This design comes from an exercise in tuning for small area, a short achievable clock period and few clock cycles on the open sky130 flow, not from production work. Function was checked by simulation only, so behaviour that the tests miss may differ from the original. No activity file was given, so power comes from the tool's default toggle rates.

### run.sh
#!/bin/bash
# synth_recipe.tcl (not shown) runs the flow's synth.tcl, then flattens the netlist and writes it again
# the make line also repeats each setting of config.mk as NAME=value (left out here)
make -C /OpenROAD-flow-scripts/flow DESIGN_CONFIG=/design/flow/config.mk WORK_HOME=/design/flow/orfs CLKGATE_MAP_FILE= SYNTH_SCRIPT=/design/flow/synth_recipe.tcl finish
### design.v
module scc_chinj (
    input  wire        clk,
    input  wire        rst,
    input  wire        start,
    input  wire        seed_load,
    input  wire [31:0] seed_in,
    input  wire [31:0] txlen,
    input  wire [31:0] window,
    output wire        ready,
    output wire        done,
    output wire [31:0] seed_out,
    output wire [31:0] nflip,
    input  wire        in_valid,
    output wire        in_ready,
    input  wire [31:0] in_data,
    output wire        out_valid,
    input  wire        out_ready,
    output wire [31:0] out_data
);
    localparam [1:0] S_IDLE  = 2'd0,
                     S_SETUP = 2'd1,
                     S_RUN   = 2'd2,
                     S_DONE  = 2'd3;
    function [31:0] lstep(input [31:0] l);
        lstep = {l[30:0], l[31] ^ l[21] ^ l[1] ^ l[0]};
    endfunction
    function [31:0] lstep4(input [31:0] l);
        lstep4 = lstep(lstep(lstep(lstep(l))));
    endfunction
    function [31:0] lstep16(input [31:0] l);
        lstep16 = lstep4(lstep4(lstep4(lstep4(l))));
    endfunction
    function [12:0] sub12(input [11:0] a, input [11:0] b);
        reg [11:0] g, p, G, P;
        integer i, lv, k;
        begin
            g = ~a & b;
            p = ~(a ^ b);
            G = g; P = p;
            for (lv = 1; lv < 12; lv = lv * 2)
                for (i = 11; i >= 0; i = i - 1)
                    if ((i / lv) % 2 == 1) begin
                        k = (i / lv) * lv - 1;
                        G[i] = G[i] | (P[i] & G[k]);
                        P[i] = P[i] & P[k];
                    end
            sub12 = {G[11], a ^ b ^ {G[10:0], 1'b0}};
        end
    endfunction
    function [33:0] add33(input [32:0] a, input [32:0] b, input ci);
        reg [32:0] g, p, G, P;
        integer i, lv, k;
        begin
            g = a & b;
            p = a ^ b;
            G = g; P = p;
            G[0] = g[0] | (p[0] & ci);
            for (lv = 1; lv < 33; lv = lv * 2)
                for (i = 32; i >= 0; i = i - 1)
                    if ((i / lv) % 2 == 1) begin
                        k = (i / lv) * lv - 1;
                        G[i] = G[i] | (P[i] & G[k]);
                        P[i] = P[i] & P[k];
                    end
            add33 = {G[32], p ^ {G[31:0], ci}};
        end
    endfunction
    function [31:0] inc32(input [31:0] x);
        reg [31:0] A;
        integer i, lv, k;
        begin
            A = x;
            for (lv = 1; lv < 32; lv = lv * 2)
                for (i = 31; i >= 0; i = i - 1)
                    if ((i / lv) % 2 == 1) begin
                        k = (i / lv) * lv - 1;
                        A[i] = A[i] & A[k];
                    end
            inc32 = x ^ {A[30:0], 1'b1};
        end
    endfunction
    function [26:0] dec27(input [26:0] x);
        reg [26:0] A;
        integer i, lv, k;
        begin
            A = ~x;
            for (lv = 1; lv < 27; lv = lv * 2)
                for (i = 26; i >= 0; i = i - 1)
                    if ((i / lv) % 2 == 1) begin
                        k = (i / lv) * lv - 1;
                        A[i] = A[i] & A[k];
                    end
            dec27 = x ^ {A[25:0], 1'b1};
        end
    endfunction
    function [9:0] r4step(input [9:0] r, input [1:0] d, input [9:0] l, input [11:0] l3);
        reg [11:0] t;
        reg [12:0] d1, d2, d3;
        begin
            t  = {r, d};
            d1 = sub12(t, {2'b00, l});
            d2 = sub12(t, {1'b0, l, 1'b0});
            d3 = sub12(t, l3);
            r4step = !d3[12] ? d3[9:0] : !d2[12] ? d2[9:0] : !d1[12] ? d1[9:0] : t[9:0];
        end
    endfunction
    reg  [1:0]  state;
    reg  [31:0] lf;          
    reg  [31:0] nflip_r;
    reg  [31:0] wl;          
    reg  [31:0] rl;          
    reg  [31:0] gp;          
    reg  [31:0] fp;          
    reg  [31:0] buf_r;       
    reg  [31:0] out_r;       
    reg         lastq;       
    reg  [26:0] wcnt;        
    reg         part;        
    reg  [11:0] l3;          
    reg         narrow;      
    reg         rle;         
    reg         rlt;         
    reg         fv;          
    reg         act;         
    reg         a0, a1, a2, a3;    
    reg         ph;          
    reg  [9:0]  r0, r1, r2, r3;    
    reg  [7:0]  k1, k2, k3;        
    reg  [7:0]  h2, h3, g3;        
    reg  [9:0]  res;         
    reg         resv;
    reg         sl;          
    reg  [5:0]  scnt;        
    reg         fpend;       
    reg         bfull;
    reg         ov;
    wire [31:0] lf16 = lstep16(lf);
    reg  [31:0] lf_d;
    reg         ph_d;
    reg         a0_d;
    reg  [5:0]  scnt_d;
    reg  [3:0]  b0;
    reg         sbit;
    wire [31:0] lf16_d = lstep16(lf_d);
    always @(posedge clk) begin
        b0   <= ph_d ? lf_d[11:8] : lf16_d[15:12];
        sbit <= lf16_d[~scnt_d[3:0]];
    end
    wire [9:0]  l10   = wl[9:0];
    wire [9:0]  c0_in = r0;
    wire [9:0]  c0_m  = r4step(c0_in, b0[3:2], l10, l3);
    wire [9:0]  c0    = r4step(c0_m,  b0[1:0], l10, l3);
    wire [9:0]  c1_in = r1;
    wire [9:0]  c1_m  = r4step(c1_in, k1[7:6], l10, l3);
    wire [9:0]  c1    = r4step(c1_m,  k1[5:4], l10, l3);
    wire [9:0]  c2_in = r2;
    wire [9:0]  c2_m  = r4step(c2_in, k2[7:6], l10, l3);
    wire [9:0]  c2    = r4step(c2_m,  k2[5:4], l10, l3);
    wire [9:0]  c3_in = r3;
    wire [9:0]  c3_m  = r4step(c3_in, k3[7:6], l10, l3);
    wire [9:0]  c3    = r4step(c3_m,  k3[5:4], l10, l3);
    wire [32:0] sub_a = sl ? {fp, sbit} : {1'b0, rl};
    wire [33:0] sub_r = add33(sub_a, ~{1'b0, wl}, 1'b1);
    wire        sub_b = !sub_r[33];                  
    wire [31:0] s_rem = sub_b ? sub_a[31:0] : sub_r[31:0];
    wire        lastx    = (state == S_RUN) && ov && lastq && out_ready;
    wire        acc      = (state == S_IDLE || state == S_DONE || lastx) && start;
    wire        setup    = (state == S_SETUP);
    wire        running  = (state == S_RUN);
    wire        load     = in_valid && !bfull && (setup || running);
    wire        emit     = ov && out_ready && running;
    wire        cand     = running && (bfull || load);    
    wire        ofree    = !ov || out_ready;
    wire        fhit     = fpend && (fp[31:5] == 27'd0);
    wire        fapply   = fhit && cand;
    wire        wpend    = act || a0 || a1 || a2 || a3 || resv || sl;
    wire        wdone    = !wpend || (gp[31:5] != 27'd0);
    wire [31:0] fmask    = 32'h8000_0000 >> fp[4:0];
    wire        lastword = (wcnt == 27'd0) || (wcnt == 27'd1 && !part);
    wire [31:0] gp_dec   = {dec27(gp[31:5]), gp[4:0]};
    wire [31:0] fp_dec   = {dec27(fp[31:5]), fp[4:0]};
    wire        ffree    = !fpend || fapply;
    wire        xfer     = resv && ffree && running;
    wire        move     = cand && wdone && ofree && !xfer;
    wire [31:0] cword    = (bfull ? buf_r : in_data) ^ (fapply ? fmask : 32'd0);
    wire        pend     = ph;
    wire        stall    = a3 && pend && resv && !xfer;
    wire        pidle    = !a0 && !a1 && !a2 && !a3;
    wire        adv      = !pidle && !stall && running;
    wire        bound    = adv && pend;                 
    wire        can0     = act && fv && narrow && !rlt && running;
    wire        go0      = can0 && (pidle || (pend && !stall));
    wire        repl     = act && fv && rlt && running && pidle && !resv && !sl;
    wire        sfin     = sl && (scnt == 6'd32);
    wire        sbitc    = sl && !sfin;
    wire        sgo      = act && fv && !narrow && !rlt && running && pidle && !resv &&
                           !sl && !fpend && (gp[31:5] == 27'd0);
    wire        hand     = xfer || sfin;                
    wire        dstart   = go0 || sgo;                  
    wire [31:0] fs_a     = sl ? fp : gp;
    wire [9:0]  fs_b     = sl ? {5'd0, gp[4:0]} : res;
    wire [32:0] f_sum    = add33({1'b0, fs_a}, {23'd0, fs_b}, 1'b0);
    wire [32:0] g_sum    = add33({1'b0, gp}, {1'b0, wl}, 1'b0);
    wire [11:0] l3_new   = add33({23'd0, wl[9:0]}, {22'd0, wl[9:0], 1'b0}, 1'b0);
    assign ready     = (state == S_IDLE) || (state == S_DONE) || lastx;
    assign done      = (state == S_DONE) || lastx;
    assign seed_out  = lf;
    assign nflip     = nflip_r;
    assign in_ready  = !bfull;
    assign out_valid = ov;
    assign out_data  = out_r;
    always @(posedge clk) begin
        if (rst)
            state <= S_IDLE;
        else if (acc)
            state <= S_SETUP;
        else if (setup)
            state <= (rl == 32'd0) ? S_DONE : S_RUN;
        else if (running) begin
            if (lastx)
                state <= S_IDLE;
        end else
            state <= S_IDLE;
    end
    always @(posedge clk) begin
        l3     <= l3_new;
        narrow <= (wl[31:10] == 22'd0);
        rle    <= sub_b || (rl == wl);
        rlt    <= sub_b;
        fv     <= !(acc || dstart || repl || sl);
    end
    always @(posedge clk) begin
        if (rst || acc)
            act <= 1'b0;
        else if (setup)
            act <= (wl != 32'd0) && (rl != 32'd0);
        else if (dstart && rle)
            act <= 1'b0;
    end
    always @* begin
        if (rst || acc) begin
            a0_d = 1'b0;
            ph_d = 1'b0;
        end else if (go0) begin
            a0_d = 1'b1;
            ph_d = 1'b0;
        end else begin
            a0_d = bound ? 1'b0 : a0;
            ph_d = adv ? !ph : ph;
        end
    end
    always @(posedge clk) begin
        a0 <= a0_d;
        ph <= ph_d;
        if (rst || acc) begin
            a1 <= 1'b0;
            a2 <= 1'b0;
            a3 <= 1'b0;
        end else if (bound) begin
            a1 <= a0;
            a2 <= a1;
            a3 <= a2;
        end
    end
    always @(posedge clk) begin
        if (bound) begin
            k1 <= lf_d[23:16];
            h2 <= lf_d[15:8];
            k2 <= h2;
            h3 <= lf_d[7:0];
            g3 <= h3;
            k3 <= g3;
        end else if (adv) begin
            k1 <= {k1[3:0], 4'd0};
            k2 <= {k2[3:0], 4'd0};
            k3 <= {k3[3:0], 4'd0};
        end
    end
    always @(posedge clk) begin
        if (rst || acc)
            resv <= 1'b0;
        else if (bound && a3)
            resv <= 1'b1;
        else if (xfer)
            resv <= 1'b0;
    end
    always @(posedge clk) begin
        if (rst || acc)
            sl <= 1'b0;
        else if (sgo)
            sl <= 1'b1;
        else if (sfin)
            sl <= 1'b0;
    end
    always @* begin
        if (sgo)
            scnt_d = 6'd0;
        else if (sbitc)
            scnt_d = scnt + 6'd1;
        else
            scnt_d = scnt;
    end
    always @(posedge clk) scnt <= scnt_d;
    always @(posedge clk) begin
        if (rst || acc)
            fpend <= 1'b0;
        else if (hand)
            fpend <= 1'b1;
        else if (fapply)
            fpend <= 1'b0;
    end
    always @(posedge clk) begin
        if (rst || acc)
            bfull <= 1'b0;
        else if (move)
            bfull <= 1'b0;
        else if (load)
            bfull <= 1'b1;
    end
    always @(posedge clk) begin
        if (rst || acc)
            ov <= 1'b0;
        else if (move)
            ov <= 1'b1;
        else if (emit)
            ov <= 1'b0;
    end
    always @(posedge clk) begin
        if (acc)
            part <= (txlen[4:0] != 5'd0);
        else if (move && wcnt == 27'd0)
            part <= 1'b0;
    end
    always @* begin
        if (rst)
            lf_d = 32'd1;
        else if (acc && seed_load)
            lf_d = seed_in;
        else if ((adv && a0) || (sbitc && scnt[3:0] == 4'd15))
            lf_d = lf16;
        else
            lf_d = lf;
    end
    always @(posedge clk) lf <= lf_d;
    always @(posedge clk) begin
        if (bound || go0)
            r0 <= 10'd0;
        else if (adv && a0)
            r0 <= c0;
    end
    always @(posedge clk) if (bound ? a0 : (adv && a1)) r1 <= bound ? c0 : c1;
    always @(posedge clk) if (bound ? a1 : (adv && a2)) r2 <= bound ? c1 : c2;
    always @(posedge clk) if (bound ? a2 : (adv && a3)) r3 <= bound ? c2 : c3;
    always @(posedge clk) if (bound && a3) res <= c3;
    always @(posedge clk) begin
        if (acc)
            wl <= window;
        else if (repl)
            wl <= rl;
    end
    always @(posedge clk) begin
        if (acc)
            rl <= txlen;
        else if (dstart)
            rl <= sub_r[31:0];
    end
    always @(posedge clk) begin
        if (acc)
            wcnt <= txlen[31:5];
        else if (move && wcnt != 27'd0)
            wcnt <= dec27(wcnt);
    end
    always @(posedge clk) begin
        if (rst)
            nflip_r <= 32'd0;
        else if (acc || hand)
            nflip_r <= acc ? 32'd0 : inc32(nflip_r);
    end
    always @(posedge clk) begin
        if (acc || hand || move)
            gp <= acc ? 32'd0 : hand ? g_sum[31:0] : gp_dec;
    end
    always @(posedge clk) begin
        if (hand || move || sgo || sbitc)
            fp <= hand ? f_sum[31:0] : move ? fp_dec : (sgo ? 32'd0 : s_rem);
    end
    always @(posedge clk) begin
        if (cand || load)
            buf_r <= cword;
    end
    always @(posedge clk) begin
        if (move)
            out_r <= cword;
    end
    always @(posedge clk) begin
        if (rst || acc)
            lastq <= 1'b0;
        else if (move)
            lastq <= lastword;
    end
endmodule
### constraint.sdc
create_clock -name core_clock -period 10.0 [get_ports {clk}]
set_input_delay 2.0000 -clock core_clock [delete_from_list [all_inputs] [get_ports {clk}]]
set_output_delay 2.0000 -clock core_clock [all_outputs]
set_load 0.01 [all_outputs]
### config.mk
export PLATFORM = sky130hd
export DESIGN_NAME = scc_chinj
export DESIGN_NICKNAME = scc_chinj
export VERILOG_FILES = /design/flow/design.v
export SDC_FILE = /design/flow/constraint.sdc
export NUM_CORES = 4
export LEC_CHECK = 0
export CAP_MARGIN = 20
export CORE_MARGIN = 2
export CORE_UTILIZATION = 60
export PLACE_DENSITY = 0.7
export SETUP_SLACK_MARGIN = 3.75
export SLEW_MARGIN = 20
==> results of run 1 <==
-- cells in the final DEF (no fill, tap or decap), drive strengths merged, types with 51 or more instances in the layout --
master         netlist  routed
clkbuf             106      57
nor2               282     282
mux2                62      62
dfxtp              115     115
ha                 354     354
clkdlybuf4s50        0     232
xnor2              183     183
o21a                51      51
edfxtp             308     308
a21oi              191     191
nand3               65      65
nor2b               54      54
nand2              391     391
a21o                80      80
nor3                71      71
fa                 105     105
o21ai              226     226
xor2               196     196
mux2i              147     147
buf                 28     230
inv                261     262
-- path summary, 6_finish.rpt --
kind / slack (ns) / endpoint / cells past startpoint
max: 3.70 / r2[9] / 33
min: 0.42 / g3[3] / 0
max reg2reg: 3.70 / r2[9] / 33
min reg2reg: 0.42 / g3[3] / 0
-- cells by family (layout without fill, tap and decap cells) --
group / after synthesis / count (layout)
fa+ha+maj: 459 / 459
buf+inv: 398 / 814
simple gates: 1079 / 1079
compound gates: 827 / 829
other cells: 0 / 1
xor+xnor: 390 / 390
flops: 423 / 423
mux: 209 / 209
-- routing by layer --
layer  vias up  routed length (µm)  global-route usage
met5         -                  13                   0
met4         2                5733              0.1569
met3       353                9595             0.05601
met2      1456               54400              0.5936
met1     15080               46910              0.4828
li1      14200                   -                   -
-- per-stage QoR --
step | utilization | total power, mW | setup WS [ns]
CTS | 0.7061 | 10.37 | 3.722
global route | 0.7345 | 12.10 | 3.490
detailed placement | 0.6645 | 8.173 | 2.558
floorplan | - | 6.641 | 3.341
global placement | 0.6645 | 7.988 | 2.716
finish | 0.7345 | 11.46 | 3.699
-- sequential cells by signal (all words and copies together) (netlist names), 6 cells and up --
name and count:
buf_r 32, fp 32, gp 32, lf 32, nflip_r 32, out_r 32
rl 32, wl 32, wcnt 27, l3 12, r0 10, r1 10
r2 10, r3 10, res 10, g3 8, h2 8, h3 8
k1 8, k2 8, k3 8, scnt 6
-- timing repair --
action	4_1_cts	5_1_grt
endpoints found under the setup margin	83	82
buffers inserted	58	122
gates resized for setup	112	168
pin swaps	20	140
gates cloned	2	3
-- layout make-up --
cell class | count | share of cell area
sequential | 423 | 0.2672
tap | 773 | 0.02235
antenna | 1 | 0.00005784
clock buffer | 56 | 0.02843
multi-input combinational | 2966 | 0.5517
clock inverter | 30 | 0.008010
inverter | 264 | 0.02340
timing repair buffer | 464 | 0.09884
-- critical path, delay by kind of cell (launching register included) --
family                   cells  cell delay (ns)
buffers and inverters        4             0.60
flip-flops                   1             0.47
multiplexers                 1             0.13
AND/OR/NAND/NOR              7             1.07
AO/OA/AOI/OAI               19             3.29
adder cells (fa/ha/maj)      2             0.40
-- power by group --
| group | leakage (nW) | internal [mW] | switching, mW | total (mW) |
|---|---|---|---|---|
| Combinational | 13.1 | 3.27 | 3.99 | 7.25 |
| Sequential | 3.88 | 2.18 | 0.226 | 2.40 |
| Clock | 0.772 | 1.02 | 0.782 | 1.80 |
==> flow_metrics.tcl, run 1 <==
set metrics [dict create \
    synth_fa_ha_area_frac 0.1831 \
    antenna_found_initial 2 \
    chipHeight_um 247.8 \
    slew_viol_final 0 \
    die_x_um 247.8 \
    coreArea_um2 58910 \
    synth-edff-count 308 \
    synth_area_um2 35670 \
    final-seq-area_um2 11560 \
    cts-htree-levels 2 \
    leakage_nw 17.71 \
    syn_area_per_cell_um2 9.424 \
    place_inst 4705 \
    first_pass_iters 6 \
    synth_ff_type "edfxtp_1" \
    power_density_nw_per_um2 264.9 \
    viasPerCell 6.245 \
    cp_max_fo 5 \
    cpMostUsedCell "a21o_1" \
    setup.worst_path.end_class "flop" \
    grt_pass1_vias 30020 \
    r2r-start "wl[0]" \
    max_freq_mhz 158.7 \
    design_area_um2 43270 \
    synth_top_cell_area_share 0.2593 \
    remaining_drc_errors 0 \
    io_buffers 233 \
    cts_root_buf "clkbuf_16" \
    cts_tree "done" \
    grt_usage 0.3645 \
    initial_core_util 0.6055 \
    area_growth_pct 21.30 \
    status "no timing/DRC/antenna violations" \
    synth_mux_area_frac 0.06139 \
    drv_cap 0 \
    vias 31080 \
    worstSetupPathType "reg2reg" \
    holdCritPathClass "reg2reg" \
    ys_seq_area_frac 0.3238 \
    postPlaceCellArea_um2 39140 \
    ant_nets 0 \
    slowest_stage "edfxtp_1" \
    drt_iter0_drc 2913 \
    cts_buffer_depth 3 \
    die_area_um2 61410 \
    arrival_ns 6.62 \
    max-slew-margin-rel 0.2862 \
    numCtsBuffers 47 \
    final_cells 4977 \
    synth-compound-area-share 0.1482 \
    synth_top_family_by_area "adder cells" \
    synth_xor_xnor_area_share 0.1012 \
    grt_max_degree 75 \
    ys_seq_elements 423 \
    hpwl_um 83560 \
    insertion_delay_ns 0.61 \
    drive_gt1_frac 0.1511 \
    rsz0062_at_grt "yes" \
    syn-num-nets 4378 \
    min_period_ns 6.301 \
    yosysTopAreaCell "edfxtp_1" \
    yosys-top-cells-count "nand2_1, ha_1, edfxtp_1" \
    fin_skew_ns 0.01816 \
    yosys.cell_types.count 86 \
    grt_pass1_wl_um 172400 \
    fin_nets 4759 \
    fin_crit_sh 0.6301 \
    std_cell_rows 89 \
    num_io_pins 234 \
    synth.area.top_cells "edfxtp_1, ha_1, dfxtp_1" \
    grt_overflow 0 \
    clkTransAtPathRegs_ns 0.06 \
    multi_input_area_um2 23870 \
    hold_violations 0 \
    hp-start "h3[3]" \
    synthCells 3785 \
    finalSetupViolCount 0 \
    postCtsHoldBufs 0 \
    yosysWarnings 1 \
    max_stage_delay_ns 0.47 \
    synthArstFlopShare 0 \
    final.setup.tns_ns 0 \
    start_kind "flop" \
    crit_start "wl[0]" \
    tightest_slew_ns 1.070 \
    cts.sinks 423 \
    fillers 4275 \
    wl_per_cell_um 23.44 \
    synth_simple_gate_area_frac 0.1401 \
    holdWs_ns 0.4209 \
    crit_required_ns 10.31 \
    gp_congestion 0.9702 \
    yosysMostFrequentCell "nand2_1" \
    peakVddDrop_mv 0.3773 \
    drt-total-wl_um 116600 \
]
Testbench counts, summed over its fixed seeds: cycles 13,330.
==> run 2: changes to the inputs <==
--- a/design.v
+++ b/design.v
@@ -181,7 +181,7 @@
     wire [31:0] fp_dec   = {dec27(fp[31:5]), fp[4:0]};
     wire        ffree    = !fpend || fapply;
     wire        xfer     = resv && ffree && running;
-    wire        move     = cand && wdone && ofree && !xfer;
+    wire        move     = cand && wdone && ofree;
     wire [31:0] cword    = (bfull ? buf_r : in_data) ^ (fapply ? fmask : 32'd0);
     wire        pend     = ph;
     wire        stall    = a3 && pend && resv && !xfer;
@@ -201,6 +201,8 @@
     wire [9:0]  fs_b     = sl ? {5'd0, gp[4:0]} : res;
     wire [32:0] f_sum    = add33({1'b0, fs_a}, {23'd0, fs_b}, 1'b0);
     wire [32:0] g_sum    = add33({1'b0, gp}, {1'b0, wl}, 1'b0);
+    wire [31:0] g_sum_d  = {dec27(g_sum[31:5]), g_sum[4:0]};
+    wire [31:0] f_sum_d  = {dec27(f_sum[31:5]), f_sum[4:0]};
     wire [11:0] l3_new   = add33({23'd0, wl[9:0]}, {22'd0, wl[9:0], 1'b0}, 1'b0);
     assign ready     = (state == S_IDLE) || (state == S_DONE) || lastx;
     assign done      = (state == S_DONE) || lastx;
@@ -378,11 +380,11 @@
     end
     always @(posedge clk) begin
         if (acc || hand || move)
-            gp <= acc ? 32'd0 : hand ? g_sum[31:0] : gp_dec;
+            gp <= acc ? 32'd0 : hand ? (move ? g_sum_d : g_sum[31:0]) : gp_dec;
     end
     always @(posedge clk) begin
         if (hand || move || sgo || sbitc)
-            fp <= hand ? f_sum[31:0] : move ? fp_dec : (sgo ? 32'd0 : s_rem);
+            fp <= hand ? (move ? f_sum_d : f_sum[31:0]) : move ? fp_dec : (sgo ? 32'd0 : s_rem);
     end
     always @(posedge clk) begin
         if (cand || load)
--- a/config.mk
+++ b/config.mk
@@ -9,5 +9,5 @@
 export CORE_MARGIN = 2
 export CORE_UTILIZATION = 60
 export PLACE_DENSITY = 0.7
-export SETUP_SLACK_MARGIN = 3.75
+export SETUP_SLACK_MARGIN = 3
 export SLEW_MARGIN = 20
==> run 2 against run 1 <==
Against the previous run: first-iteration DRC count rose by 5.5%; register-to-register slack got worse by 0.37 ns; setup slack got worse by 0.37 ns; wire length rose by 1.9%; highest routed layer unchanged; synthesized area rose by 5.0%; worst hold slack barely moved; final cell count rose by 3.9%; global-route usage barely moved; critical path depth fell by 3; maximum frequency fell by 5.6%.
==> flow_metrics.tcl, run 2 <==
set metrics [dict create \
    status "no timing/DRC/antenna violations" \
    ys_seq_area_frac 0.3085 \
    postCtsHoldBufs 0 \
    top_layer "met5" \
    cp_max_fo 20 \
    leakage_nw 17.39 \
    yosysTopAreaCell "edfxtp_1" \
    place_ws_ns 2.479 \
    syn_area_per_cell_um2 9.241 \
    syn-num-nets 4654 \
    grt_usage 0.3650 \
    cts_tree "done" \
    yosysMostFrequentCell "ha_1" \
    final_common_cell "ha_1" \
    yosys.cell_types.count 89 \
    synth_area_um2 37440 \
    yosys-top-cells-count "ha_1, nand2_1, nor2_1" \
    arrival_ns 7.19 \
    numCtsBuffers 49 \
    met1_length_um 48910 \
    synth.area.top_cells "edfxtp_1, ha_1, dfxtp_1" \
    holdCritPathClass "reg2reg" \
    place_inst 5035 \
    drt_iter0_drc 3074 \
    rsz0062_at_grt "yes" \
    final.setup.worst_slack_ns 3.329 \
    grt_pass1_wl_um 180200 \
    coreArea_um2 61710 \
    ant_nets 0 \
    chipHeight_um 253.8 \
    drive_gt1_frac 0.08154 \
    insertion_delay_ns 0.64 \
    max-slew-margin-rel 0.1956 \
    max_freq_mhz 149.9 \
    area_growth_pct 15.02 \
    cts-htree-levels 2 \
    peakVddDrop_mv 0.1875 \
    gp_congestion 1.006 \
    grt_pass1_vias 30820 \
    multi_input_area_um2 24630 \
    final_cell_mix "ha_1, nand2_1, nor2_1" \
    yosysWarnings 1 \
    num_io_pins 234 \
    grt_overflow 0 \
    fillers 5055 \
    synthArstFlopShare 0 \
    min_period_ns 6.671 \
    antenna_found_initial 7 \
    p_total_mw 10.37 \
    tightest_slew_ns 1.204 \
    cts_buffer_depth 3 \
    grt_max_degree 63 \
    slew_viol_final 0 \
    remaining_drc_errors 0 \
    ys_seq_elements 423 \
    worstSetupPathType "reg2reg" \
    final_cells 5169 \
    io_buffers 233 \
    fin_nets 4891 \
    viasPerCell 6.184 \
    cpMostUsedCell "a21oi_1" \
    initial_core_util 0.6066 \
    clkTransAtPathRegs_ns 0.07 \
    die_x_um 253.8 \
    power_density_nw_per_um2 240.8 \
    fin_crit_sh 0.6671 \
    route.met3.wl_um 10510 \
    synth_top_cell_area_share 0.2471 \
    wl_per_cell_um 23.01 \
    design_area_um2 43060 \
    wl_met2_um 52470 \
    synth-edff-count 308 \
    drt-total-wl_um 118900 \
    die_area_um2 64410 \
    final-seq-area_um2 11560 \
    std_cell_rows 91 \
    synth_ff_type "edfxtp_1" \
    synthCells 4051 \
    holdWs_ns 0.4204 \
    fin_util 0.6978 \
    final.setup.tns_ns 0 \
    hold_violations 0 \
    fin_skew_ns 0.04626 \
    first_pass_iters 6 \
    cts_root_buf "clkbuf_16" \
    cts.sinks 423 \
    start_kind "flop" \
    vias 31960 \
    drv_cap 0 \
    finalSetupViolCount 0 \
    crit_required_ns 10.51 \
    hpwl_um 88650 \
    postPlaceCellArea_um2 40860 \
    slowest_stage "or4_1" \
    max_stage_delay_ns 0.47 \
    setup.worst_path.end_class "flop" \
]
run 2: cell types whose count changed in the layout (fill, tap and decap cells not counted), sizes merged, moves of 11 or more:
cell	change
clkbuf	+14
nand3	+11
a21o	+19
nor2	+36
or3	-11
nand2	-31
a21oi	+51
nor3	+21
nand4	+11
buf	-131
xnor2	+75
a31oi	+11
xor2	-19
o21ai	+18
run 2: worst paths after layout:
path | from | endpoint | slack [ns] | cells past startpoint
hold reg to reg | h3[1] | g3[1] | 0.42 | 0
hold / removal | h3[1] | g3[1] | 0.42 | 0
setup / recovery | wl[1] | r0[7] | 3.33 | 30
setup reg to reg | wl[1] | r0[7] | 3.33 | 30
run 2: cell families after synthesis:
| group | share of synthesized area |
|---|---|
| adders and majority gates | 0.1778 |
| muxes | 0.05608 |
| and+or+nand+nor | 0.1418 |
| AOI/OAI and AO/OA | 0.1650 |
| DFF | 0.3085 |
| buffers and inverters | 0.04291 |
| xor gates and xnor gates | 0.1079 |
run 2: routing by layer:
metal / vias up / GRT usage
met5: - / 0
met4: 10 / 0.1842
met3: 314 / 0.06596
met2: 1400 / 0.5655
met1: 15230 / 0.4909
li1: 15020 / -
run 2: timing repair:
item	in CTS	in global routing
cloned	0	3
gates resized for setup	6	51
endpoints found under the setup margin	34	65
pin swaps	1	8
buffers inserted	10	26
run 2: cell type report:
class                      instances  area share
antenna                            3   0.0001743
clock buffer                      69     0.03257
clock inverter                    23    0.006247
inverter                         268     0.02351
multi-input combinational       3213      0.5720
sequential                       423      0.2684
tap                              837     0.02432
timing repair buffer             333     0.07279
run 2: report_power, final:
part / total [mW] / internal (mW) / switching, mW
Sequential: 2.35 / 2.18 / 0.167
Clock: 1.88 / 1.07 / 0.812
Combinational: 6.14 / 2.53 / 3.61
run 2: worst max-delay path, delay by kind of cell (launching register included):
family                     cells  cell delay [ns]
AOI/OAI and AO/OA             20             3.77
and+or+nand+nor                5             1.05
adders and majority gates      2             0.63
buffers and inverters          2             0.43
DFF                            1             0.43
muxes                          1             0.25
Testbench counts of run 2, summed over its fixed seeds: cycles 12,861.
==> run 3: changes to the inputs <==
--- a/config.mk
+++ b/config.mk
@@ -9,5 +9,5 @@
 export CORE_MARGIN = 2
 export CORE_UTILIZATION = 60
 export PLACE_DENSITY = 0.7
-export SETUP_SLACK_MARGIN = 3
+export SETUP_SLACK_MARGIN = 3.5
 export SLEW_MARGIN = 20
==> run 3 against run 2 <==
Against the previous run: still clean; sequential power is essentially flat; core utilization grew 1.3 points; sequential share of layout area shrank 0.48 points; non-clock buffer count grew 40; maximum frequency grew 5.5%; via count grew 0.90%; final cell count grew 0.79%; clock skew shrank 0.016 ns; clock-buffer cell count shrank 12; clock power is essentially flat; critical path type unchanged.
==> flow_metrics.tcl, run 3 <==
set metrics [dict create \
    coreArea_um2 61710 \
    power.internal_mw 6.030 \
    grt_use_met1 0.4859 \
    die_area_um2 64410 \
    synth-edff-count 308 \
    grt_usage 0.3684 \
    fin_skew_ns 0.03000 \
    fin_nets 4934 \
    viasPerCell 6.191 \
    hold_end "g3[1]" \
    max-slew-margin-rel 0.2347 \
    vias 32250 \
    pwr-share-comb 0.613 \
    fin_crit_sh 0.6323 \
    rsz0062_at_grt "yes" \
    setup.worst_path.end_class "flop" \
    synth_fa_ha_area_frac 0.1778 \
    antenna_found_initial 3 \
    min_period_ns 6.323 \
    slew_viol_final 0 \
    arrival_ns 6.65 \
    start_kind "flop" \
    gp_congestion 0.9872 \
    power_density_nw_per_um2 248.9 \
    fillers 4871 \
    worstSetupPathType "reg2reg" \
    yosys.cell_types.count 89 \
    std_cell_rows 91 \
    final_cell_mix "ha_1, nand2_1, nor2_1" \
    ys_seq_elements 423 \
    status "no timing/DRC/antenna violations" \
    r2r-start "l3[3]" \
    initial_core_util 0.6066 \
    yosysMostFrequentCell "ha_1" \
    cts_tree "done" \
    synth_mux_area_frac 0.05608 \
    hpwl_um 88900 \
    remaining_drc_errors 0 \
    ant_nets 0 \
    drt-total-wl_um 121600 \
    cts.sinks 423 \
    die_x_um 253.8 \
    cts-htree-levels 2 \
    ys_seq_area_frac 0.3085 \
    syn-num-nets 4654 \
    synth-compound-area-share 0.1650 \
    top_usage_layer "met2" \
    final_cells 5210 \
    num_io_pins 234 \
    synth_top_cell_area_share 0.2471 \
    use_met3 0.07959 \
    holdCritPathClass "reg2reg" \
    synth_simple_gate_area_frac 0.1418 \
    drt_iter0_drc 3297 \
    yosysTopAreaCell "edfxtp_1" \
    multi_input_area_um2 25100 \
    chipHeight_um 253.8 \
    synthArstFlopShare 0 \
    postCtsHoldBufs 0 \
    pwr-share-clk 0.169 \
    netSwitchingPower_mw 4.884 \
    yosysWarnings 1 \
    slowest_stage "dfxtp_1" \
    synthCells 4051 \
    regToRegSetupSlack_ns 3.68 \
    final_common_cell "ha_1" \
    leakage_nw 17.68 \
    first_pass_iters 5 \
    crit_required_ns 10.32 \
    io_buffers 233 \
    max_stage_delay_ns 0.83 \
    drv_cap 0 \
    max_freq_mhz 158.1 \
    insertion_delay_ns 0.63 \
    numCtsBuffers 48 \
    synth.area.top_cells "edfxtp_1, ha_1, dfxtp_1" \
    hold_violations 0 \
    tightest_slew_ns 1.148 \
    synth_ff_type "edfxtp_1" \
    area_growth_pct 17.14 \
    wl_per_cell_um 23.35 \
    synth_area_um2 37440 \
    final.setup.tns_ns 0 \
    swShare 0.4475 \
    clkTransAtPathRegs_ns 0.06 \
    synth_xor_xnor_area_share 0.1079 \
    ff2ff_path_depth 29 \
    final-seq-area_um2 11560 \
    place_inst 5026 \
    cts_buffer_depth 3 \
    holdWs_ns 0.4178 \
    cp_max_fo 8 \
    grt_pass1_wl_um 180900 \
    drive_gt1_frac 0.1071 \
    peakVddDrop_mv 0.1920 \
    grt_pass1_vias 30810 \
    r2r_end "r2[1]" \
    cpMostUsedCell "a21o_1" \
    yosys-top-cells-count "ha_1, nand2_1, nor2_1" \
    finalSetupViolCount 0 \
    p_seq_frac 0.218 \
    grt_max_degree 82 \
    grt_overflow 0 \
    grt.met2_usage 0.5851 \
    cts_root_buf "clkbuf_16" \
    synth_top_family_by_area "adder cells" \
    hp-start "h3[1]" \
    holdPathStages 0 \
    syn_area_per_cell_um2 9.241 \
]
-- run 3: cell count changes in the layout (fill, tap and decap cells not counted), sizes merged --
| cell | change |
|---|---|
| a21oi | +3 |
| a31oi | -1 |
| and3b | +1 |
| buf | +42 |
| bufinv | +1 |
| clkbuf | -14 |
| clkinv | +4 |
| clkinvlp | +1 |
| diode | -1 |
| inv | +4 |
| nor2 | +1 |
-- run 3: per-stage QoR --
| step | power [mW] | area, µm² | setup slack (ns) | utilization |
|---|---|---|---|---|
| floorplan | 6.894 | 37900 | 3.227 | - |
| global placement | 8.279 | 41020 | 2.864 | 0.6647 |
| detailed placement | 8.350 | 41020 | 2.749 | 0.6647 |
| CTS | 10.36 | 43020 | 3.506 | 0.6970 |
| global route | 11.55 | 43850 | 3.411 | 0.7105 |
| finish | 10.91 | 43850 | 3.677 | 0.7106 |
-- run 3: power by group through the flow --
| stage | Combinational, mW | Sequential [mW] | Clock [mW] |
|---|---|---|---|
| 6_report | 6.69 | 2.38 | 1.85 |
| 4_1_cts | 6.13 | 2.38 | 1.86 |
| 3_5_place_dp | 5.93 | 2.42 | 0 |
| 2_1_floorplan | 4.53 | 2.36 | 0 |
| 5_1_grt | 7.25 | 2.38 | 1.92 |
| 3_3_place_gp | 5.86 | 2.42 | 0 |
-- run 3: repair_timing --
action / CTS / global route
gates resized for setup: 30 / 85
buffers inserted: 32 / 53
cloned: 1 / 6
pin swaps: 5 / 21
endpoints found under the setup margin: 51 / 76
-- run 3: logic make-up (layout without fill, tap and decap cells) --
kind of cell | count (synthesis) | in the layout
xor+xnor | 444 | 444
mux | 202 | 202
other cells | 0 | 2
buf+inv | 417 | 731
simple gates | 1134 | 1136
compound gates | 962 | 966
flops | 423 | 423
fa+ha+maj | 469 | 469
-- run 3: layout make-up --
type / instances / area share
Antenna cell: 2 / 0.0001141
Clock buffer: 57 / 0.02887
Clock inverter: 33 / 0.007932
Inverter: 268 / 0.02308
Multi-Input combinational cell: 3217 / 0.5723
Sequential cell: 423 / 0.2636
Tap cell: 837 / 0.02388
Timing Repair Buffer: 373 / 0.08014
-- run 3: worst max-delay path by stage --
stage / startpoint / to / slack [ns] / cells past startpoint
after global placement: wl[2] / r3[0] / 2.86 / 29
final: l3[3] / r2[1] / 3.68 / 29
after CTS: wl[0] / r2[2] / 3.51 / 33
after floorplan: wl[1] / r2[6] / 3.23 / 31
after global routing: k1[6] / r2[1] / 3.41 / 33
after detailed placement: wl[2] / r3[0] / 2.75 / 29
-- run 3: critical path: cells and delay by family (launching register included) --
family,cells,cell delay [ns]
AND/OR/NAND/NOR,1,0.30
flip-flops,1,0.83
multiplexers,1,0.20
AO/OA/AOI/OAI,23,3.73
buffers and inverters,2,0.28
adder cells (fa/ha/maj),2,0.67
-- run 3: metal layers --
metal	wire, µm	vias up
li1	-	15100
met1	49830	15430
met2	55180	1421
met3	10800	291
met4	5802	6
met5	39	-
==> run 4: changes to the inputs <==
--- a/config.mk
+++ b/config.mk
@@ -9,5 +9,5 @@
 export CORE_MARGIN = 2
 export CORE_UTILIZATION = 60
 export PLACE_DENSITY = 0.7
-export SETUP_SLACK_MARGIN = 3.5
+export SETUP_SLACK_MARGIN = 3.75
 export SLEW_MARGIN = 20
==> run 4 against run 3 <==
Against the previous run: still clean; clock-buffer cell count grew 6; combinational power grew 9.1%; flip-flop and latch count is the same; final cell count grew 1.1%; total power grew 6.2%; critical endpoint is now r1[6]; highest routed layer unchanged.
==> flow_metrics.tcl, run 4 <==
set metrics [dict create \
    arrival_ns 6.53 \
    num_io_pins 234 \
    fillers 4775 \
    postPlaceCellArea_um2 41110 \
    yosys-top-cells-count "ha_1, nand2_1, nor2_1" \
    setup.worst_path.end_class "flop" \
    cts-htree-levels 2 \
    max_stage_delay_ns 0.39 \
    slowest_stage "edfxtp_1" \
    synthCells 4051 \
    cp_max_fo 7 \
    antenna_found_initial 8 \
    min_period_ns 6.200 \
    design_area_um2 44630 \
    synth_top_cell_area_share 0.2471 \
    grt_overflow 0 \
    crit_required_ns 10.33 \
    ys_seq_elements 423 \
    hpwl_um 89470 \
    grt_usage 0.3691 \
    regToRegSetupSlack_ns 3.80 \
    pwr-share-clk 0.160 \
    p_seq_frac 0.210 \
    chipHeight_um 253.8 \
    area_growth_pct 19.21 \
    synth_area_um2 37440 \
    tightest_slew_ns 1.118 \
    hold_violations 0 \
    peakVddDrop_mv 0.1851 \
    die_x_um 253.8 \
    ys_seq_area_frac 0.3085 \
    viasPerCell 6.223 \
    grt_pass1_wl_um 181700 \
    drt-total-wl_um 123400 \
    cp.buffers_inverters 4 \
    vias 32780 \
    syn-num-nets 4654 \
    fin_util 0.7232 \
    synth_ff_type "edfxtp_1" \
    postCtsHoldBufs 0 \
    final_cell_mix "ha_1, nand2_1, nor2_1" \
    cts_tree "done" \
    rsz0062_at_grt "yes" \
    max_freq_mhz 161.3 \
    power_density_nw_per_um2 259.7 \
    final_common_cell "ha_1" \
    die_area_um2 64410 \
    start_kind "flop" \
    pwr-share-comb 0.629 \
    initial_core_util 0.6066 \
    yosysWarnings 1 \
    yosysMostFrequentCell "ha_1" \
    p_total_mw 11.59 \
    clkTransAtPathRegs_ns 0.07 \
    insertion_delay_ns 0.64 \
    std_cell_rows 91 \
    multi_input_area_um2 25380 \
    final.setup.tns_ns 0 \
    grt_max_degree 65 \
    power.internal_mw 6.429 \
    leakage_nw 18.00 \
    holdCritPathClass "reg2reg" \
    ant_nets 0 \
    yosys.cell_types.count 89 \
    place_ws_ns 2.902 \
    cts_buffer_depth 3 \
    critPathTopFamily "compound AO/OA/AOI/OAI gates" \
    fin_crit_sh 0.6200 \
    first_pass_iters 6 \
    final.setup.worst_slack_ns 3.800 \
    synthArstFlopShare 0 \
    drv_cap 0 \
    finalSetupViolCount 0 \
    drive_gt1_frac 0.1282 \
    netSwitchingPower_mw 5.162 \
    status "no timing/DRC/antenna violations" \
    slew_viol_final 0 \
    fin_nets 4990 \
    worstSetupPathType "reg2reg" \
    yosysTopAreaCell "edfxtp_1" \
    coreArea_um2 61710 \
    cts.sinks 423 \
    syn_area_per_cell_um2 9.241 \
    synth-edff-count 308 \
    remaining_drc_errors 0 \
    swShare 0.4453 \
    gp_congestion 0.9803 \
    grt_pass1_vias 31020 \
    fin_skew_ns 0.03886 \
    io_buffers 233 \
    drt_iter0_drc 3288 \
    final-seq-area_um2 11570 \
    wl_per_cell_um 23.44 \
    cts_root_buf "clkbuf_16" \
    synth.area.top_cells "edfxtp_1, ha_1, dfxtp_1" \
    max-slew-margin-rel 0.2539 \
    numCtsBuffers 50 \
]
-- run 4: repair_timing --
action,4_1_cts,5_1_grt
setup endpoints to repair,71,57
cloned,1,9
gates resized for setup,37,116
pin swaps,11,78
buffers inserted,34,106
-- run 4: kinds of logic (layout without fill, tap and decap cells) --
group                      after synthesis  in the layout  synth area share
muxes                                  202            202           0.05608
DFF                                    423            423            0.3085
AOI/OAI and AO/OA                      962            966            0.1650
other                                    0              1                 0
and+or+nand+nor                       1134           1137            0.1418
xor gates and xnor gates               444            444            0.1079
buffers and inverters                  417            788           0.04291
adders and majority gates              469            469            0.1778
-- run 4: area by class of cell --
class,instances,area share
inverters,268,0.02293
diodes,1,0.00005607
clock buffers,63,0.03031
well taps,837,0.02347
repair buffers,426,0.08876
flip-flops and latches,423,0.2592
multi-input cells,3218,0.5686
clock inverters,31,0.006728
-- run 4: power groups by stage --
stage / logic (mW) / registers [mW] / clock network (mW)
final: 7.30 / 2.44 / 1.86
after global routing: 7.85 / 2.44 / 1.93
after CTS: 6.18 / 2.42 / 1.87
after detailed placement: 5.98 / 2.46 / 0
after global placement: 5.90 / 2.46 / 0
after floorplan: 4.64 / 2.36 / 0
-- run 4: layer usage --
metal | part of all wire | vias to the layer above | track usage | wire [µm]
li1 | - | 15240 | - | -
met1 | 0.40 | 15680 | 0.4888 | 49400
met2 | 0.45 | 1480 | 0.5911 | 55970
met3 | 0.089 | 373 | 0.06473 | 11020
met4 | 0.056 | 14 | 0.1671 | 6934
met5 | 0.00083 | - | 0 | 103
-- run 4: worst paths after layout --
path | from | to | depth (start not counted)
min reg2reg | h3[2] | g3[2] | 0
max | wl[0] | r1[6] | 31
max reg2reg | wl[0] | r1[6] | 31
min | h3[2] | g3[2] | 0
-- run 4: stage by stage --
step | hold WS [ns] | instances
6_report | 0.4221 | 5267
5_1_grt | 0.4290 | 5266
4_1_cts | 0.4202 | 5150
3_5_place_dp | 0.4045 | 5021
3_3_place_gp | 0.4016 | 5021
2_1_floorplan | 0.4003 | 4051
==> run 5: changes to the inputs <==
--- a/config.mk
+++ b/config.mk
@@ -9,5 +9,5 @@
 export CORE_MARGIN = 2
 export CORE_UTILIZATION = 60
 export PLACE_DENSITY = 0.7
-export SETUP_SLACK_MARGIN = 3.75
+export SETUP_SLACK_MARGIN = 4
 export SLEW_MARGIN = 20
==> run 5 against run 4 <==
Against the previous run: still clean on timing, DRC and antenna; first-iteration DRC count rose by 6.4%; design area rose by 3.2%; wire length rose by 3.1%; combinational power rose by 12%.
==> flow_metrics.tcl, run 5 <==
set metrics [dict create \
    die_x_um 253.8 \
    synth-compound-area-share 0.1650 \
    holdCritPathClass "reg2reg" \
    synth_area_um2 37440 \
    synth_mux_area_frac 0.05608 \
    fillers 4620 \
    chipHeight_um 253.8 \
    syn-num-nets 4654 \
    setup.worst_path.end_class "flop" \
    cpMostUsedCell "o21a_1" \
    max_stage_delay_ns 0.38 \
    slowest_stage "edfxtp_1" \
    final_cell_mix "ha_1, nand2_1, edfxtp_1" \
    syn_area_per_cell_um2 9.241 \
    fin_nets 5092 \
    yosysWarnings 1 \
    drt-total-wl_um 127300 \
    postCtsHoldBufs 0 \
    start_kind "flop" \
    use_met3 0.07938 \
    synth-edff-count 308 \
    final_common_cell "ha_1" \
    io_buffers 233 \
    final-seq-area_um2 11560 \
    gp_congestion 0.9520 \
    peakVddDrop_mv 0.2198 \
    drt_iter0_drc 3499 \
    synthArstFlopShare 0 \
    remaining_drc_errors 0 \
    synth_top_family_by_area "adder cells" \
    fin_crit_sh 0.6220 \
    cts_root_buf "clkbuf_16" \
    fin_skew_ns 0.03627 \
    initial_core_util 0.6066 \
    postPlaceCellArea_um2 41190 \
    rsz0062_at_grt "yes" \
    die_area_um2 64410 \
    synth.area.top_cells "edfxtp_1, ha_1, dfxtp_1" \
    coreArea_um2 61710 \
    power_density_nw_per_um2 270.6 \
    area_growth_pct 23.01 \
    status "no timing/DRC/antenna violations" \
    critPathTopFamily "compound AO/OA/AOI/OAI gates" \
    vias 33570 \
    num_io_pins 234 \
    synth_top_cell_area_share 0.2471 \
    final.setup.tns_ns 0 \
    cp.buffers_inverters 7 \
    drive_gt1_frac 0.1611 \
    hold_violations 0 \
    p_total_mw 12.46 \
    wl_per_cell_um 23.71 \
    worstSetupPathType "reg2reg" \
    antenna_found_initial 10 \
    insertion_delay_ns 0.63 \
    tightest_slew_ns 1.217 \
    grt.met2_usage 0.5841 \
    ant_nets 0 \
    cts_tree "done" \
    synth_ff_type "edfxtp_1" \
    ys_seq_elements 423 \
    drv_cap 0 \
    synth_fa_ha_area_frac 0.1778 \
    cts_buffer_depth 3 \
    synth_xor_xnor_area_share 0.1079 \
    yosysMostFrequentCell "ha_1" \
    top_usage_layer "met2" \
    max-slew-margin-rel 0.1874 \
    cp_max_fo 6 \
    slew_viol_final 0 \
    grt_usage 0.3722 \
    grt_pass1_wl_um 183100 \
    grt_use_met1 0.4845 \
    grt_pass1_vias 31330 \
    synth_simple_gate_area_frac 0.1418 \
    synthCells 4051 \
    max_freq_mhz 160.8 \
    cts-htree-levels 2 \
    viasPerCell 6.252 \
    clkTransAtPathRegs_ns 0.07 \
    design_area_um2 46050 \
    std_cell_rows 91 \
    first_pass_iters 6 \
    fin_util 0.7463 \
    grt_max_degree 71 \
    multi_input_area_um2 25830 \
    yosys-top-cells-count "ha_1, nand2_1, nor2_1" \
    grt_overflow 0 \
    min_period_ns 6.220 \
    arrival_ns 6.55 \
    crit_required_ns 10.33 \
    numCtsBuffers 50 \
    ys_seq_area_frac 0.3085 \
    yosys.cell_types.count 89 \
    hpwl_um 88890 \
    finalSetupViolCount 0 \
    leakage_nw 18.69 \
    yosysTopAreaCell "edfxtp_1" \
    cts.sinks 423 \
]
-- run 5: cell counts after synthesis --
No cell type changed its count.
-- run 5: cell type report --
type,instances,share of cell area
multi-input combinational,3218,0.5608
sequential,423,0.2511
timing repair buffer,528,0.1056
clock buffer,67,0.03032
tap,837,0.02274
inverter,268,0.02203
clock inverter,27,0.007308
antenna,1,0.00005434
-- run 5: metrics by stage --
stage                     hold slack, ns  setup slack (ns)  cells
final                             0.4185             3.780   5369
after global routing              0.4437             3.380   5368
after CTS                         0.4192             3.943   5240
after detailed placement          0.4045             2.921   5027
after global placement            0.4003             3.058   5027
after floorplan                   0.4003             3.230   4051
-- run 5: worst paths after layout --
check        startpoint     to  slack, ns  cells after the start
max               wl[1]  r2[2]       3.78                     34
min               h3[1]  g3[1]       0.42                      0
max reg2reg       wl[1]  r2[2]       3.78                     34
min reg2reg       h3[1]  g3[1]       0.42                      0
-- run 5: what timing repair did --
item | CTS | global route
endpoints found under the setup margin | 73 | 69
gates cloned | 3 | 10
gates resized for setup | 120 | 150
pin swaps | 73 | 129
buffers inserted | 116 | 117
-- run 5: power by group --
| part | switching [mW] | internal, mW |
|---|---|---|
| registers | 0.173 | 2.18 |
| clock network | 0.818 | 1.12 |
| logic | 4.49 | 3.68 |
| total | 5.48 | 6.98 |
-- run 5: layer usage --
metal  part of all wire  routed length, µm
met1               0.39              50030
met2               0.44              56630
met3              0.099              12660
met4              0.062               7866
met5            0.00096                122
-- run 5: cells by family (layout without fill, tap and decap cells) --
kind of cell	count (synthesis)	in the layout
flops	423	423
mux	202	202
fa+ha+maj	469	469
other cells	0	1
xor+xnor	444	444
simple gates	1134	1137
compound gates	962	966
buf+inv	417	890

## separate check: timing with driven ports
Ports are ideal in the flow. The routed layouts listed here were re-timed in OpenROAD. Step 1: set_driving_cell puts a clkbuf_16 on clk and a buf_2 on each other input, an assumption about the parent block. Step 2 adds t to the input delays and takes it off the output delays; t is the mean of the earliest and latest rising clock arrival at the registers after step 1. Input paths then give back, and output paths get back, about the clock's delay inside the block. Three values: ideal, step 1, step 2; two values: the first two.
run | shift t [ns] | setup WS [ns] | pins driven straight from the clock port
run 1 | 0.671 | 3.699 / 3.699 / 3.269 | 1
run 2 | 0.682 | 3.329 / 3.329 / 2.852 | 1
run 3 | 0.684 | 3.677 / 3.677 / 3.138 | 1
run 4 | 0.685 | 3.800 / 3.800 / 3.322 | 1
run 5 | 0.681 | 3.780 / 3.780 / 3.509 | 1
After both steps every run listed still meets setup and hold. The setup slack of run 3, which loses most, moves by 0.000 ns with the drivers and by -0.539 ns with both steps.
